This is an optimization exercise on Yosys and OpenROAD, whose aim is small area, a short achievable clock period and few clock cycles per item, not a production implementation.
In this exercise RTL edits were held to simulation tests only and were not proved equivalent to the original.
No activity file was given, so power comes from the tool's default toggle rates.

[flow/constraint.sdc]
create_clock -name core_clock -period 10.0 [get_ports {clk}]
set_input_delay 2.0000 -clock core_clock [delete_from_list [all_inputs] [get_ports {clk}]]
set_output_delay 2.0000 -clock core_clock [all_outputs]
set_load 0.01 [all_outputs]
[flow/config.mk]
export PLATFORM = sky130hd
export DESIGN_NAME = bcta
export DESIGN_NICKNAME = bcta
export VERILOG_FILES = /design/flow/design.v
export SDC_FILE = /design/flow/constraint.sdc
export NUM_CORES = 4
export LEC_CHECK = 0
export CAP_MARGIN = 20
export CORE_MARGIN = 2
export CORE_UTILIZATION = 20
export SLEW_MARGIN = 20
[flow/run.sh]
#!/bin/bash
# synth_recipe.tcl (not shown) runs the flow's synth.tcl, then flattens the netlist and writes it again
# the make line also repeats each setting of config.mk as NAME=value (left out here)
make -C /OpenROAD-flow-scripts/flow DESIGN_CONFIG=/design/flow/config.mk WORK_HOME=/design/flow/orfs CLKGATE_MAP_FILE= SYNTH_SCRIPT=/design/flow/synth_recipe.tcl finish
[flow/design.v]
module bcta (
    input  wire        clk,
    input  wire        rst,         
    input  wire        cmd_valid,
    output wire        cmd_ready,
    input  wire [63:0] cmd,
    output wire        rsp_valid,
    input  wire        rsp_ready,
    output wire [39:0] rsp
);
    localparam integer CAP   = 64;          
    localparam integer NBITS = 8 * CAP;     
    localparam [7:0] OP_RD     = 8'h01;
    localparam [7:0] OP_WR     = 8'h02;
    localparam [7:0] OP_SEEK   = 8'h03;
    localparam [7:0] OP_POS    = 8'h04;
    localparam [7:0] OP_LEN    = 8'h05;
    localparam [7:0] OP_CLR    = 8'h06;
    localparam [7:0] OP_ENC    = 8'h10;
    localparam [7:0] OP_DEC    = 8'h11;
    localparam [7:0] OP_LRCCLR = 8'h12;
    localparam [7:0] OP_LRCADD = 8'h13;
    localparam [7:0] OP_LRCGET = 8'h14;
    localparam [7:0] ST_OK      = 8'h00;
    localparam [7:0] ST_EOD     = 8'h01;
    localparam [7:0] ST_INVALID = 8'h02;
    localparam [7:0] ST_OVERFLOW= 8'h03;
    localparam [7:0] ST_ILLEGAL = 8'h04;
    reg [0:NBITS-1] stream;     
    reg [7:0]       len;        
    reg [10:0]      cursor;     
    reg [6:0]       acc;        
    reg             rsp_valid_q;
    reg [39:0]      rsp_q;
    assign cmd_ready = ~rsp_valid_q;
    assign rsp_valid = rsp_valid_q;
    assign rsp       = rsp_q;
    wire take = cmd_valid & cmd_ready;
    function [6:0] iso7;
        input [5:0] i;
        iso7 = {i[0], i[1], i[2], i[3], i[4], i[5], ~^i};
    endfunction
    function [4:0] iso5;
        input [3:0] i;
        iso5 = {i[0], i[1], i[2], i[3], ~^i};
    endfunction
    wire [7:0]  op  = cmd[63:56];
    wire [7:0]  mdf = cmd[55:48];
    wire [15:0] rsv = cmd[47:32];
    wire [31:0] arg = cmd[31:0];
    wire        tsel = mdf[0];
    wire [5:0]  n    = {1'b0, mdf[4:0]} + 6'd1;    
    wire rsv_zero  = (rsv == 16'd0);
    wire arg_zero  = (arg == 32'd0);
    wire fmt_n_ok  = rsv_zero && (mdf[7:5] == 3'd0);
    wire fmt_t_ok  = rsv_zero && (mdf[7:1] == 7'd0);
    wire fmt_z_ok  = rsv_zero && (mdf == 8'd0);
    reg legal;
    always @(*) begin
        case (op)
            OP_RD:     legal = fmt_n_ok && arg_zero;
            OP_WR:     legal = fmt_n_ok;
            OP_SEEK:   legal = fmt_z_ok;
            OP_POS,
            OP_LEN,
            OP_CLR,
            OP_LRCCLR: legal = fmt_z_ok && arg_zero;
            OP_ENC,
            OP_DEC,
            OP_LRCADD: legal = fmt_t_ok;
            OP_LRCGET: legal = fmt_t_ok && arg_zero;
            default:   legal = 1'b0;
        endcase
    end
    localparam integer NW = NBITS / 32;
    localparam integer QW = $clog2(NW);
    wire [4:0]    kl = cursor[4:0];
    wire [QW-1:0] q0 = cursor[QW+4:5];
    wire [QW-1:0] q1 = q0 + 1'b1;
    reg [31:0] gath;
    integer r;
    always @(*) begin
        for (r = 0; r < 32; r = r + 1)
            gath[31 - r] = (r >= kl) ? stream[32 * q0 + r] : stream[32 * q1 + r];
    end
    wire [63:0] gath2     = {gath, gath} << kl;
    wire [31:0] rd_window = gath2[63:32];
    wire [31:0] rd_value  = rd_window >> (6'd32 - n);
    wire [11:0]       end_bit    = {1'b0, cursor} + {6'd0, n};    
    wire              rd_eod     = end_bit > {1'b0, len, 3'b000};
    wire [31:0] wr_data32 = arg << (6'd32 - n);
    wire [63:0] wr_rot2   = {wr_data32, wr_data32} >> kl;
    wire [31:0] wr_rot    = wr_rot2[31:0];
    wire [4:0]  el    = end_bit[4:0];
    wire        same  = (end_bit[11:5] == cursor[10:5]);
    wire        spill = !same && (el != 5'd0);
    reg  [31:0] m_first, m_second;
    integer rr;
    always @(*) begin
        for (rr = 0; rr < 32; rr = rr + 1) begin
            m_first[31 - rr]  = (rr >= kl) && (!same || (rr < el));
            m_second[31 - rr] = spill && (rr < el);
        end
    end
    reg [0:NBITS-1] stream_written;
    integer bi;
    always @(*) begin
        for (bi = 0; bi < NBITS; bi = bi + 1) begin
            if (((bi / 32) == q0 && m_first[31 - (bi % 32)]) ||
                ((bi / 32) == q1 && m_second[31 - (bi % 32)]))
                stream_written[bi] = wr_rot[31 - (bi % 32)];
            else
                stream_written[bi] = stream[bi];
        end
    end
    wire              wr_overflow = end_bit > NBITS;
    wire [8:0]        wr_end_len  = (end_bit + 12'd7) >> 3;       
    wire [7:0]        wr_new_len  = (wr_end_len > {1'b0, len}) ? wr_end_len[7:0] : len;
    wire signed [33:0] seek_sum = $signed({23'd0, cursor}) + $signed({{2{arg[31]}}, arg});
    wire signed [33:0] seek_max = $signed({23'd0, len, 3'b000});
    wire [10:0] seek_cursor = (seek_sum < 0)        ? 11'd0 :
                              (seek_sum > seek_max) ? {len, 3'b000} :
                                                      seek_sum[10:0];
    wire enc_in7 = (arg >= 32'h20) && (arg <= 32'h5F);
    wire enc_in5 = (arg >= 32'h30) && (arg <= 32'h3F);
    wire enc_ok  = tsel ? enc_in5 : enc_in7;
    wire [31:0] ch_off = arg - (tsel ? 32'h30 : 32'h20);
    wire [6:0]  enc_code = tsel ? {2'b00, iso5(ch_off[3:0])} : iso7(ch_off[5:0]);
    reg [7:0] dec_char;
    integer i;
    always @(*) begin
        dec_char = 8'h7E;
        if (tsel) begin
            for (i = 0; i < 16; i = i + 1)
                if (arg == {27'd0, iso5(i[3:0])}) dec_char = 8'h30 + i[7:0];
        end else begin
            for (i = 0; i < 64; i = i + 1)
                if (arg == {25'd0, iso7(i[5:0])}) dec_char = 8'h20 + i[7:0];
        end
    end
    wire [6:0] lrc_word = tsel ? {2'b00, acc[4:1], ^acc[4:1]}
                               : {acc[6:1], ^acc[6:1]};
    reg [7:0]       status;
    reg [31:0]      data;
    reg [0:NBITS-1] stream_n;
    reg [7:0]       len_n;
    reg [10:0]      cursor_n;
    reg [6:0]       acc_n;
    always @(*) begin
        status   = ST_OK;
        data     = 32'd0;
        stream_n = stream;
        len_n    = len;
        cursor_n = cursor;
        acc_n    = acc;
        if (!legal) begin
            status = ST_ILLEGAL;
        end else begin
            case (op)
                OP_RD: begin
                    if (rd_eod) status = ST_EOD;
                    else begin
                        data     = rd_value;
                        cursor_n = end_bit[10:0];
                    end
                end
                OP_WR: begin
                    if (wr_overflow) status = ST_OVERFLOW;
                    else begin
                        stream_n = stream_written;
                        len_n    = wr_new_len;
                        cursor_n = end_bit[10:0];
                    end
                end
                OP_SEEK: cursor_n = seek_cursor;
                OP_POS:  data = {21'd0, cursor};
                OP_LEN:  data = {24'd0, len};
                OP_CLR: begin
                    stream_n = {NBITS{1'b0}};
                    len_n    = 8'd0;
                    cursor_n = 11'd0;
                end
                OP_ENC: begin
                    if (enc_ok) data = {25'd0, enc_code};
                    else status = ST_INVALID;
                end
                OP_DEC:    data = {24'd0, dec_char};
                OP_LRCCLR: acc_n = 7'd0;
                OP_LRCADD: begin
                    if (enc_ok) acc_n = acc ^ enc_code;
                    else status = ST_INVALID;
                end
                OP_LRCGET: data = {25'd0, lrc_word};
                default: ;
            endcase
        end
    end
    always @(posedge clk) begin
        if (rst) begin
            stream      <= {NBITS{1'b0}};
            len         <= 8'd0;
            cursor      <= 11'd0;
            acc         <= 7'd0;
            rsp_valid_q <= 1'b0;
            rsp_q       <= 40'd0;
        end else begin
            if (take) begin
                stream      <= stream_n;
                len         <= len_n;
                cursor      <= cursor_n;
                acc         <= acc_n;
                rsp_valid_q <= 1'b1;
                rsp_q       <= {status, data};
            end else if (rsp_valid_q && rsp_ready) begin
                rsp_valid_q <= 1'b0;
            end
        end
    end
endmodule
==> flow_summary.ini <==
[route]
viasPerCell = 5.989
drc = 0
wl_mm = 286.1
dr.pass1.iters = 9
drt_iter0_drc = 11760
wire_per_inst_um = 27.90
vias = 61410
ant_nets = 0

[placed_design]
pre_cts_ws_ns = 1.625
place_hpwl_mm = 189.3
routabilityCongestion = 1.067
port_buffers = 104

[power]
ir_worst_vdd_mv = 0.1075
p_per_area_mw_per_mm2 = 104.0
leakage_nw = 21.84

[synthesis]
yosys.area_share.adder_pct = 1.468
synth_cells = 7021
synth_top_family_by_area = compound AO/OA/AOI/OAI gates
synth-simple-area-share_pct = 19.46
syn_area_mm2 = 0.05283
synthMuxAreaShare_pct = 20.45
ys.flop_type = dfxtp_1
ys_warn_count = 1
synth_cell_types = 132
synth_compound_gate_area_share_pct = 28.76
async_reset_ff_share_pct = 0
synth_xor_area_share_pct = 1.539
syn_area_per_cell_um2 = 7.525
ys_seq_elements = 573
synth_edf_count = 0
yosysSeqAreaShare_pct = 21.71

[timing]
fin_crit_sh_pct = 85.53
slew_headroom_pct = 2.579
fin_crit_ns = 8.553
setup_violations = 0
final_max_slew_viol_count = 0
finalHoldViolations = 0
tightestPinTransition_ns = 1.455
layout_setup_ws_ns = 1.447
fmax_mhz = 116.9
rsz0062_at_grt = no
finalSetupTns_ns = 0
fin_skew_ns = 0.05641

[final_layout]
drive_gt1_share_pct = 10.66
num-fill-cells = 29210
num-nets-final = 6797
fin_util_pct = 22.72
syn_to_final_growth_pct = 12.89
final_cell_mix = 911 x nor2_1, 708 x mux2i_1, 592 x nand2_1
layout_commonest_cell = nor2_1

[clock_network]
cts.sinks = 573
cts_buffers = 73
clk_pin_slew_worst_paths_ns = 0.06
cts_tree = built
post_cts_buffers = 0
cts_resized = 0
clock_path_buffers = 3
clk_latency_ns = 0.74
hold_buffers = 0
h-tree-depth = 3
cts-root-buf = clkbuf_16

[floorplan]
coreArea_mm2 = 0.2625
num_rows = 188
die_h_um = 518.0
start_util_pct = 20.13
io_pins = 110
die_width_um = 518.0
die_area_mm2 = 0.2683

[min_path]
min_path_type = register to register

[critical_path]
required_ns = 10.65
crit_path_end_kind = register
arrival_ns = 9.21
critical_path_class = register to register
crit_path_start_kind = register
r2r_slack_ns = 1.45
crit_fanout = 39

[outcome]
outcome = timing/DRC/antenna clean

[grt]
grt_max_degree = 222
grt_remaining_overflow = 0
grt_pass1_vias = 54850
grt_pass1_wl_mm = 405.9
grt_use_total_pct = 20.03
antenna_found_initial = 16

[job]
maxCapViolations = 0
kinds of logic (layout without fill, tap and decap cells):
group | after synthesis | after routing
buffers and inverters | 813 | 516
DFF | 573 | 573
other | 1 | 16
adders and majority gates | 61 | 61
and+or+nand+nor | 2280 | 2280
xor gates and xnor gates | 89 | 89
muxes | 907 | 907
AOI/OAI and AO/OA | 2297 | 2297
worst max-delay path: stages (launching register included):
cell and delay (ns):
dfxtp_4 0.48, buf_4 0.65, ha_1 0.75, nor2b_4 0.69, xnor2_4 0.46, buf_4 0.40
o31ai_1 0.11, a221oi_1 0.95, nand3_1 0.37, o21ai_1 0.48, a221oi_1 0.38, a221oi_1 0.94
o32ai_1 0.30, a21oi_1 0.36, o32ai_1 0.27, mux4_2 0.58, nand2_1 0.12, a31o_1 0.13
cell type report:
class | count | area (µm²) | share of cell area (%)
antenna | 11 | 27.53 | 0.04615
clock buffer | 103 | 2130 | 3.570
clock inverter | 31 | 417.9 | 0.7007
inverter | 69 | 259.0 | 0.4342
multi-input combinational | 5639 | 38200 | 64.04
sequential | 573 | 11500 | 19.28
tap | 3515 | 4398 | 7.374
timing repair buffer | 313 | 2715 | 4.552
cell usage after synthesis (18+ instances only):
cell       instances  area [µm²]
o211ai_1          52       390.4
a211oi_1          55       412.9
o31ai_1           24       180.2
o221ai_1          46       402.9
o2111ai_1         29       254.0
buf_2            114       570.6
mux2_2            68       765.7
a221oi_1         105       919.6
mux4_2           131        2950
xnor2_1           70       613.1
o21ai_1           22       110.1
a21oi_1          377        1887
nor3_1           164       820.8
or3_1             18       112.6
or2_2             18       112.6
nor2b_1           26       162.7
nand3_1          198       991.0
o21ai_0          559        2798
a21o_1            29       217.7
a22oi_1           67       503.0
o22ai_1          452        2828
nand4_1           46       287.8
o32ai_1           35       306.5
ha_1              58       725.7
inv_1             58       217.7
buf_4             35       262.8
buf_6             19       214.0
and3_1            46       287.8
mux2i_1          708        7087
a22o_1            24       210.2
o21a_1            31       232.7
buf_1             52       195.2
nor4_1            48       300.3
a211o_1           20       175.2
nand2b_1          38       237.7
nand2_1          593        2226
a32oi_1           30       262.8
a31oi_1           82       513.0
clkbuf_1         521        1956
and2_1            47       294.0
nor2_1           928        3483
dfxtp_1          573       11470
worst paths after layout:
path	start	to	cells after the start
worst min-delay path	stream[263]	stream[263]	2
worst max-delay path	cursor[6]	rsp_q[0]	17
worst min register to register	stream[263]	stream[263]	2
worst max register to register	cursor[6]	rsp_q[0]	17
registers in the layout (all words and copies together) (netlist names):
name         flops
rsp_valid_q      1
stream         512
rsp_q           35
len              8
acc              6
cursor          11
per-stage QoR:
step / total power [mW] / std cells / hold WS [ns] / area, µm²
2_1_floorplan: 2.962 / 7025 / 0.4319 / 52850
3_3_place_gp: 3.312 / 10100 / 0.4416 / 56920
3_5_place_dp: 3.309 / 10100 / 0.4454 / 56950
4_1_cts: 6.164 / 10240 / 0.4530 / 59500
5_1_grt: 6.327 / 10250 / 0.4736 / 59620
6_report: 6.201 / 10250 / 0.4519 / 59640
per-layer routing:
layer	up-vias	global-route usage [%]	wire length, µm
li1	25790	-	-
met1	29360	26.60	112400
met2	5048	26.96	109500
met3	1193	7.923	43530
met4	18	11.60	20550
met5	-	0.1600	151
power breakdown:
part           internal [mW]  total (mW)  switching (mW)
sequential              2.28        2.28        0.000465
combinational          0.296        1.03           0.739
clock                   1.64        2.88            1.25
total                   4.21        6.20            1.99
Testbench counts, summed over its fixed seeds: cycles 30,810, items 15,405.

[afterwards: timing with drivers on the ports]
The flow's constraints put no driver on any port. The routed layout listed below was extracted and timed again, unchanged, in two steps. Step 1 (the two cells are an assumption about what drives the block):
set clk [get_ports {clk}]
set_driving_cell -lib_cell sky130_fd_sc_hd__clkbuf_16 $clk
set_driving_cell -lib_cell sky130_fd_sc_hd__buf_2 [delete_from_list [all_inputs] $clk]
Step 2 times the ports against the registers' clock, not the clock port: input delays grow and output delays shrink by t, the midpoint of the rising clock arrivals with the driver on. Three values: ideal, step 1, step 2; two values: the first two.
shift t [ns]: 0.796
setup WS [ns]: 1.447 / 1.447 / 1.125
worst hold slack (ns): 0.452 / 0.452 / 0.452
cell pins on the clock port's net: 1
After both steps setup and hold are still met in this run. The setup slack of this run moves by 0.000 ns with the drivers and by -0.322 ns with both steps.
